Background: an optimization exercise with open tools, aiming at small area, a short achievable clock period and few clock cycles per item. Do not read the settings as production practice.
Only simulation tests tie the RTL to the original design; equivalence was not proved.
Power and IR drop assume default switching activity.

==> design.v <==
module alu_unit (
    input  wire        clk,
    input  wire        rst,         
    input  wire        in_valid,
    output wire        in_ready,
    input  wire [31:0] in_instr,    
    input  wire [31:0] in_x,        
    input  wire [31:0] in_y,        
    output wire        out_valid,
    output wire [31:0] out_data,
    output wire [7:0]  out_dest,
    output wire        out_fault    
);
    localparam [2:0] ST_IDLE = 3'd0, ST_EXEC = 3'd1, ST_M1 = 3'd2, ST_M2 = 3'd3,
                     ST_R1 = 3'd4, ST_D1 = 3'd5, ST_R2 = 3'd6, ST_D2 = 3'd7;
    reg        rdy;
    reg [2:0]  st;
    reg [31:0] A, B;
    reg [7:0]  C, S;
    reg [3:0]  op;         
    reg [2:0]  kb;         
    reg        kc;         
    reg        flt;        
    reg [5:0]  cnt, n2r;
    reg        nar;        
    reg [31:0] X;          
    reg [7:0]  odest;
    reg        ovalid, ofault;
    assign in_ready  = rdy;
    assign out_valid = ovalid;
    assign out_data  = X;
    assign out_dest  = odest;
    assign out_fault = ofault;
    wire [7:0] i_opc = in_instr[7:0];
    wire [7:0] i_sx  = in_instr[15:8];
    wire [7:0] i_sy  = in_instr[23:16];
    wire [7:0] i_ib  = in_instr[31:24];
    wire       i_sxz = (i_sx == 8'd0);
    wire       i_syz = (i_sy == 8'd0);
    wire       i_bitw = i_opc[6] && (i_opc[2:0] != 3'd5);
    wire       i_mul  = !i_opc[6] && (i_opc[2:0] == 3'd2);
    wire       i_dm   = !i_opc[6] && (i_opc[2:0] == 3'd3 || i_opc[2:0] == 3'd4);
    wire       i_flt  = i_syz || (in_y == 32'd0) || (i_ib == 8'd0);
    reg  [2:0] i_kb;
    integer j;
    always @(*) begin
        i_kb = 3'd0;
        for (j = 1; j < 8; j = j + 1)
            if (in_y[4*j +: 4] != 4'd0) i_kb = j[2:0];
    end
    wire o_grp = op[3];
    wire o_add = !o_grp && op[2:0] == 3'd0;
    wire o_sub = !o_grp && op[2:0] == 3'd1;
    wire o_mul = !o_grp && op[2:0] == 3'd2;
    wire o_div = !o_grp && op[2:0] == 3'd3;
    wire o_mod = !o_grp && op[2:0] == 3'd4;
    wire o_shl = o_grp && op[2:0] == 3'd0;
    wire o_shr = o_grp && op[2:0] == 3'd1;
    wire o_and = o_grp && op[2:0] == 3'd2;
    wire o_or  = o_grp && op[2:0] == 3'd3;
    wire o_xor = o_grp && op[2:0] == 3'd4;
    wire o_dm  = o_div || o_mod;
    wire s_exec = (st == ST_EXEC);
    wire s_m1 = (st == ST_M1), s_m2 = (st == ST_M2);
    wire s_r1 = (st == ST_R1), s_r2 = (st == ST_R2);
    wire s_d1 = (st == ST_D1), s_d2 = (st == ST_D2);
    wire [7:0] dest = (S == 8'd0) ? 8'd0 : S - 8'd1;
    wire [2:0] didx = s_exec ? kb : cnt[2:0];
    wire [3:0] bdig = B[4*didx +: 4];
    wire [3:0] dig  = s_m2 ? (cnt[0] ? C[7:4] : C[3:0]) : bdig;
    wire mulm = (s_exec && o_mul) || s_m1 || s_m2;
    wire divw = s_d1;                        
    wire subm = s_exec && o_sub;
    wire [31:0] Cz = {24'd0, C};
    wire [32:0] t0 = mulm ? {1'b0, A & {32{dig[0]}}} :
                     divw ? {1'b0, A[30:0], X[31]} : {1'b0, A};
    wire [32:0] t1 = mulm ? {A[31:0] & {32{dig[1]}}, 1'b0} :
                     {1'b0, B ^ {32{subm | divw}}};
    wire [32:0] t2 = mulm ? {A[30:0] & {31{dig[2]}}, 2'b0} :
                     divw ? 33'd0 : {1'b0, Cz ^ {32{subm}}};
    wire [32:0] t3 = mulm ? {A[29:0] & {30{dig[3]}}, 3'b0} : 33'd0;
    wire [32:0] t4 = (s_m1 || s_m2) ? {X[28:0], 4'b0} : 33'd0;
    wire [32:0] s1 = t0 ^ t1 ^ t2;
    wire [32:0] c1 = {(t0[31:0] & t1[31:0]) | (t0[31:0] & t2[31:0]) | (t1[31:0] & t2[31:0]), subm};
    wire [32:0] s2 = s1 ^ c1 ^ t3;
    wire [32:0] c2 = {(s1[31:0] & c1[31:0]) | (s1[31:0] & t3[31:0]) | (c1[31:0] & t3[31:0]), 1'b0};
    wire [32:0] s3 = s2 ^ c2 ^ t4;
    wire [32:0] c3 = {(s2[31:0] & c2[31:0]) | (s2[31:0] & t4[31:0]) | (c2[31:0] & t4[31:0]), 1'b0};
    wire [32:0] sum = s3 + c3 + {32'd0, subm | divw};
    wire        dge = A[31] | sum[32];        
    wire [5:0] nrot = s_r1 ? cnt : n2r;
    wire       cbig = (C[7:5] != 3'd0);
    wire [5:0] tt = s_exec ? (o_shl ? (cbig ? 6'd32 : {1'b0, C[4:0]})
                                    : (cbig ? 6'd0 : 6'd32 - {1'b0, C[4:0]}))
                           : 6'd32 - nrot;
    wire [4:0] ramt = 5'd0 - tt[4:0];
    wire [31:0] rsrc = (s_r2 && !o_mod) ? X : A;
    wire [63:0] rdbl = {rsrc, rsrc} >> ramt;
    wire [31:0] rot  = rdbl[31:0];
    reg  [31:0] lmask;
    integer k;
    always @(*)
        for (k = 0; k < 32; k = k + 1) lmask[k] = (k < tt);
    wire [31:0] rlo = rot & lmask;
    wire [31:0] rhi = rot & ~lmask;
    wire [7:0] nd = s_d2 ? C : B[7:0];
    function [8:0] nstep(input [7:0] w, input q, input [7:0] d);
        reg [9:0] df;
        begin
            df = {1'b0, w, q} - {2'b0, d};
            nstep = df[9] ? {1'b0, w[6:0], q} : {1'b1, df[7:0]};
        end
    endfunction
    wire [8:0] ns1 = nstep(A[7:0],    X[31], nd);
    wire [8:0] ns2 = nstep(ns1[7:0],  X[30], nd);
    wire [8:0] ns3 = nstep(ns2[7:0],  X[29], nd);
    wire [5:0] nrem = (cnt > 6'd3) ? cnt - 6'd3 : 6'd0;
    wire [7:0]  nw = (cnt == 6'd1) ? ns1[7:0] : (cnt == 6'd2) ? ns2[7:0] : ns3[7:0];
    wire [31:0] nq = (cnt == 6'd1) ? {X[30:0], ns1[8]} :
                     (cnt == 6'd2) ? {X[29:0], ns1[8], ns2[8]} :
                                     {X[28:0], ns1[8], ns2[8], ns3[8]};
    function [5:0] blen(input [31:0] v);
        integer i;
        begin
            blen = 6'd0;
            for (i = 0; i < 32; i = i + 1) if (v[i]) blen = i + 1;
        end
    endfunction
    wire [5:0] la = blen(A), lb = blen(B);
    wire [5:0] lc = blen(Cz);
    wire [6:0] n1d = {1'b0, la} - {1'b0, lb} + 7'd1;
    wire [5:0] n1  = n1d[6] ? 6'd0 : n1d[5:0];
    wire [6:0] n2d = {1'b0, o_mod ? lb : n1} - {1'b0, lc} + 7'd1;
    wire [5:0] n2  = n2d[6] ? 6'd0 : n2d[5:0];
    reg [31:0] res;
    always @(*) begin
        case (1'b1)
            o_add | o_sub: res = sum[31:0];
            o_shl:         res = rhi;
            o_shr:         res = rlo;
            o_and:         res = A & Cz;
            o_or:          res = A | Cz;
            o_xor:         res = A ^ Cz;
            default:       res = ~A;
        endcase
    end
    reg [2:0] st_n;
    reg       fin, fin_n;
    always @(*) begin
        fin = 1'b0; fin_n = 1'b0; st_n = st;
        case (st)
            ST_IDLE: ;
            ST_EXEC: begin
                if (o_mul) begin
                    st_n  = (kb == 3'd0) ? ST_M2 : ST_M1;
                    fin_n = (kb == 3'd0) && !kc;
                end else if (o_dm && !flt) begin
                    st_n = ST_R1;
                end else fin = 1'b1;
            end
            ST_M1: begin
                st_n  = (cnt[2:0] == 3'd0) ? ST_M2 : ST_M1;
                fin_n = (cnt[2:0] == 3'd0) && !kc;
            end
            ST_M2: begin
                fin   = (cnt[0] == 1'b0);
                fin_n = 1'b1;
            end
            ST_R1: begin
                st_n  = (cnt == 6'd0) ? ST_R2 : ST_D1;
                fin_n = (cnt == 6'd0) && (n2r == 6'd0);
            end
            ST_D1: begin
                if (nar ? (cnt <= 6'd3) : (cnt == 6'd1)) begin
                    st_n  = ST_R2;
                    fin_n = (n2r == 6'd0);
                end
            end
            ST_R2: begin
                st_n  = ST_D2;
                fin   = (n2r == 6'd0);
                fin_n = (n2r <= 6'd3);
            end
            ST_D2: begin
                fin   = (cnt <= 6'd3);
                fin_n = (cnt <= 6'd6);
            end
        endcase
    end
    wire load = rdy && in_valid;
    always @(posedge clk) begin
        ovalid <= 1'b0;
        if (load) begin
            st  <= ST_EXEC;
            rdy <= !(i_mul || (i_dm && !i_flt));
        end else if (fin || st == ST_IDLE) begin
            st  <= ST_IDLE;
            rdy <= 1'b1;
        end else begin
            st  <= st_n;
            rdy <= fin_n;
        end
        if (fin) begin
            ovalid <= 1'b1;
            ofault <= s_exec && o_dm;
            odest  <= dest;
        end
        case (st)
            ST_EXEC: begin
                if (o_mul) begin
                    if (kb == 3'd0) begin
                        A   <= sum[31:0];
                        X   <= 32'd0;
                        cnt <= {5'd0, kc};
                    end else begin
                        X   <= sum[31:0];
                        cnt <= {3'd0, kb - 3'd1};
                    end
                end else if (o_dm) begin
                    cnt <= n1;
                    n2r <= n2;
                    nar <= (B[31:8] == 24'd0);
                end else begin
                    X <= res;
                end
            end
            ST_M1: begin
                if (cnt[2:0] == 3'd0) begin
                    A   <= sum[31:0];
                    X   <= 32'd0;
                    cnt <= {5'd0, kc};
                end else begin
                    X   <= sum[31:0];
                    cnt <= cnt - 6'd1;
                end
            end
            ST_M2: begin
                X   <= sum[31:0];
                cnt <= cnt - 6'd1;
            end
            ST_R1, ST_R2: begin
                A <= rlo;
                X <= (s_r2 && o_mod && fin) ? rlo : rhi;
                if (s_r2) cnt <= n2r;
            end
            ST_D1: begin
                if (nar) begin
                    A   <= {24'd0, nw};
                    X   <= nq;
                    cnt <= nrem;
                end else begin
                    A   <= dge ? sum[31:0] : {A[30:0], X[31]};
                    X   <= {X[30:0], dge};
                    cnt <= cnt - 6'd1;
                end
            end
            ST_D2: begin
                A   <= {24'd0, nw};
                X   <= (fin && o_mod) ? {24'd0, nw} : nq;
                cnt <= nrem;
            end
            default: ;
        endcase
        if (rdy) begin
            A   <= i_sxz ? 32'd0 : in_x;
            B   <= i_syz ? 32'd0 : in_y;
            C   <= i_ib;
            S   <= (i_bitw && !i_syz) ? i_sy : i_sx;
            op  <= {i_opc[6], i_opc[2:0]};
            kb  <= i_kb;
            kc  <= (i_ib[7:4] != 4'd0);
            flt <= i_flt;
        end
        if (rst) begin
            st     <= ST_IDLE;
            rdy    <= 1'b1;
            ovalid <= 1'b0;
        end
    end
endmodule
==> run.sh <==
#!/bin/bash
# synth_recipe.tcl (not shown) runs the flow's synth.tcl, then flattens the netlist and writes it again
# the make line also repeats each setting of config.mk as NAME=value (left out here)
make -C /OpenROAD-flow-scripts/flow DESIGN_CONFIG=/design/flow/config.mk WORK_HOME=/design/flow/orfs CLKGATE_MAP_FILE= SYNTH_SCRIPT=/design/flow/synth_recipe.tcl finish
==> config.mk <==
export PLATFORM = sky130hd
export DESIGN_NAME = alu_unit
export DESIGN_NICKNAME = alu_unit
export VERILOG_FILES = /design/flow/design.v
export SDC_FILE = /design/flow/constraint.sdc
export NUM_CORES = 4
export LEC_CHECK = 0
export CAP_MARGIN = 20
export CORE_MARGIN = 2
export CORE_UTILIZATION = 40
export SLEW_MARGIN = 20
==> constraint.sdc <==
create_clock -name core_clock -period 12.5 [get_ports {clk}]
set_input_delay 2.5000 -clock core_clock [delete_from_list [all_inputs] [get_ports {clk}]]
set_output_delay 2.5000 -clock core_clock [all_outputs]
set_load 0.01 [all_outputs]
==> run notes <==
## worst max-delay path: cells and delay by family, from the launching register on
family	cells	cell delay (ps)
AOI/OAI and AO/OA	16	5230
adders and majority gates	3	860
buffers and inverters	4	690
DFF	1	760
muxes	2	610
and+or+nand+nor	8	1990
## registers in the layout, summed over array words and instances (netlist names), 3 cells and up
name,cells
A,32
op,4
S,8
X,32
B,32
st,3
kb,3
n2r,6
odest,8
C,8
cnt,6
## routing by layer
layer  routed length [µm]  global-route usage [%]
met2                47680                   55.04
met1                42500                   46.30
met5                    0                       0
met3                12950                   9.581
met4                 8886                   25.25
## kinds of logic (layout without fill, tap and decap cells)
logic type / Yosys count / count (layout) / share of synthesized area (%)
compound gates: 902 / 902 / 25.56
simple gates: 816 / 816 / 16.51
buf+inv: 402 / 443 / 7.013
mux: 245 / 245 / 13.05
fa+ha+maj: 206 / 206 / 14.20
flops: 148 / 148 / 19.00
xor+xnor: 118 / 118 / 4.665
other cells: 0 / 1 / 0
## final cells by class
| cell class | instances | area, µm² | share of cell area, % |
|---|---|---|---|
| clock inverter | 14 | 141.4 | 0.5474 |
| timing repair buffer | 207 | 1924 | 7.450 |
| clock buffer | 18 | 429.2 | 1.661 |
| antenna | 1 | 2.502 | 0.009688 |
| multi-input combinational | 2287 | 17210 | 66.64 |
| sequential | 148 | 4398 | 17.03 |
| tap | 765 | 957.2 | 3.706 |
| inverter | 204 | 765.7 | 2.964 |
## path summary, 6_finish.rpt
check / slack, ps / start / to / depth (start not counted)
setup / recovery: 2140 / st[0]$_SDFFE_PP0P_ / X[3]$_DFFE_PP_ / 33
hold / removal: 480 / st[2]$_SDFFE_PP0P_ / st[2]$_SDFFE_PP0P_ / 1
setup reg to reg: 2140 / st[0]$_SDFFE_PP0P_ / X[3]$_DFFE_PP_ / 33
hold reg to reg: 480 / st[2]$_SDFFE_PP0P_ / st[2]$_SDFFE_PP0P_ / 1
## power groups by stage
stage	logic [W]	registers (W)	clock network, W
global route	0.00274	0.000804	0.000560
CTS	0.00247	0.000795	0.000544
global placement	0.00242	0.000805	0
finish	0.00255	0.000804	0.000539
floorplan	0.00173	0.000686	0
detailed placement	0.00246	0.000805	0
## metrics by stage
stage	area (µm²)	setup WS, ps	std cells
after detailed placement	25210	2349	3609
final	25830	2138	3644
after CTS	25780	2295	3641
after global placement	25210	2639	3609
after global routing	25830	1543	3643
after floorplan	23120	4038	2837
## Yosys cell counts (9+ instances only)
library cell | number | share of area, %
buf_1 | 16 | 0.26
o21ai_0 | 213 | 4.6
a221o_1 | 15 | 0.65
and3_1 | 12 | 0.32
and2_1 | 56 | 1.5
o211ai_1 | 16 | 0.52
ha_1 | 112 | 6.1
a21o_1 | 34 | 1.1
fa_1 | 94 | 8.1
nor3_1 | 48 | 1.0
o21ai_1 | 34 | 0.74
a31oi_1 | 40 | 1.1
nor2_1 | 186 | 3.0
nand2_1 | 340 | 5.5
or3_1 | 15 | 0.41
a211oi_1 | 28 | 0.91
nand2b_1 | 19 | 0.51
inv_1 | 201 | 3.3
o21a_1 | 22 | 0.71
mux4_2 | 38 | 3.7
nand3_1 | 35 | 0.76
a221oi_1 | 46 | 1.7
buf_2 | 13 | 0.28
edfxtp_1 | 143 | 19
mux2i_1 | 180 | 7.8
a21oi_1 | 214 | 4.6
a22oi_1 | 29 | 0.94
mux2_2 | 18 | 0.88
o31ai_1 | 16 | 0.52
a21boi_0 | 10 | 0.32
clkbuf_1 | 153 | 2.5
xor2_1 | 42 | 1.6
o22ai_1 | 9 | 0.24
or4_1 | 10 | 0.32
o21bai_1 | 18 | 0.58
nor2b_1 | 23 | 0.62
xnor2_1 | 73 | 2.8
a22o_1 | 50 | 1.9
nor4_1 | 27 | 0.73
a32oi_1 | 19 | 0.72
==> results by group <==
Status
  • Status: finished clean

CTS
  • Clk sink count: 148
  • H-tree depth: 4
  • Reg clk slew, reported paths: 80 ps
  • Inserted Clock Buffers: 17
  • Postcts setup bufs: 0
  • Skew-Pair Late Insertion Delay: 500 ps
  • CTS tree: built
  • Hold-fix buffers, CTS: 0
  • CTS resizes: 0
  • CTS Buffer Depth: 2
  • Root Driver: clkbuf_16

Detailed routing
  • WL/cell: 30.74 µm
  • DR DRC count: 0
  • Routed WL: 112000 µm
  • DRT iter0 DRCs: 3600
  • Post-route antenna net violation count: 0
  • Via density: 6.713
  • Pre-Repair DR Iteration Count: 9
  • Vias after detailed routing: 24460

Setup path
  • Max incr delay on CP: 900 ps
  • CP Launch Type: flip-flop
  • Critical path endpoint category: flip-flop
  • Crit-path max FO: 18
  • Required @ worst endpoint: 12800 ps
  • Critical Path AT: 10660 ps
  • CP max-delay cell: o21ai_0
  • WS Path Type: reg -> reg

Pwr
  • Pwr/cell area: 150.8 mW/mm²
  • Leak: 10.39 nW
  • Sw Ratio: 51.82%
  • Internal power component: 0.001877 W
  • Worst vdd ir: 0.0001221 V
  • Psw: 0.002019 W
  • Clk network pwr share: 13.8%
  • Sequential power share: 20.6%
  • Pwr Total: 0.003896 W
  • Comb pwr share: 65.5%

STA
  • Clk_skew: 19.36 ps
  • # setup viols final: 0
  • Final min period: 10360 ps
  • Fmax achieved: 96.51 MHz
  • Crit share post-route: 82.89%
  • Worst Tran Pin Value: 1274 ps
  • Final setup TNS: 0 ps
  • Relative slew slack: 14.99%
  • Worst hold slack: 475.4 ps
  • Unrepaired setup endpoints after global routing: no
  • Final Hold Viols: 0
  • Max Slew Vio Count: 0

Synthesis
  • Ys Warns: 1
  • Syn Nets: 3142
  • Ys flop type: edfxtp_1
  • Syn avg cell area: 8.150 µm²
  • Sequential-to-total area share from yosys stat: 19.00%
  • Synth async-reset ratio: 0%
  • Netlist cell types: 108
  • Post-Synthesis Cells: 2837
  • Cell Area, Synth: 0.02312 mm²
  • Flops & latches, synth: 148
  • Number of synthesized flops with an enable pin: 143

Floorplanning
  • IO Pins: 142
  • Core Region: 0.05748 mm²
  • Total die area: 0.05974 mm²
  • # rows: 88
  • Chip width: 244.4 µm
  • Initial Utilization: 40.23%
  • DIE HEIGHT: 244.4 µm

Global route
  • First-pass GRT wire length: 160700 µm
  • Number of global-route vias before repair: 23280
  • Initial antenna violation count: 1
  • Largest net degree at the start of global routing: 55
  • Total track usage: 36.77%
  • Total gr overflow: 0

Cells and area
  • Utilization after layout: 44.94%
  • Fill cell count: 5721
  • Layout cells sized above 1: 7.436%
  • Layout area overhead: 11.72%
  • Most common cell after layout, fill and taps aside: nand2_1
  • Most frequent cells in the layout: 339 x nand2_1, 213 x a21oi_1, 212 x o21ai_0, 201 x inv_1
  • Final nets: 3170

Place
  • DP HPWL: 83540 µm
  • IO Port Bufs: 137
  • Gpl congestion: 1.044

Worst hold path
  • Hold WC Path Type: reg -> reg

Flow run
  • MaxCap Viol Count: 0
Testbench counts, summed over its fixed seeds: cycles 9,363, items 3,200.

-- afterwards: timing with drivers on the ports --
In the flow no input, the clock included, has a driving cell. The finished layout below was timed again as built, in two steps. Step 1 assumes that a clkbuf_16 drives the clock port and a buf_2 every other input. Step 2 moves the port delays by t, midway between the first and last clock arrival at a register: inputs arrive t later, outputs are due t later. That takes back most of the time a late clock gives input paths. Three values: ideal, step 1, step 2; two values: the first two.
t, ns: 0.556
setup WS [ns]: 2.138 / 2.138 / 2.138
hold slack, ns: 0.475 / 0.475 / 0.475
worst slew at a driven data input, ns: 0.07
cell pins on the clock port's net: 1
After both steps this run still meets setup and hold. For this run, drivers alone change the setup slack by 0.000 ns; drivers and shift together by 0.000 ns.
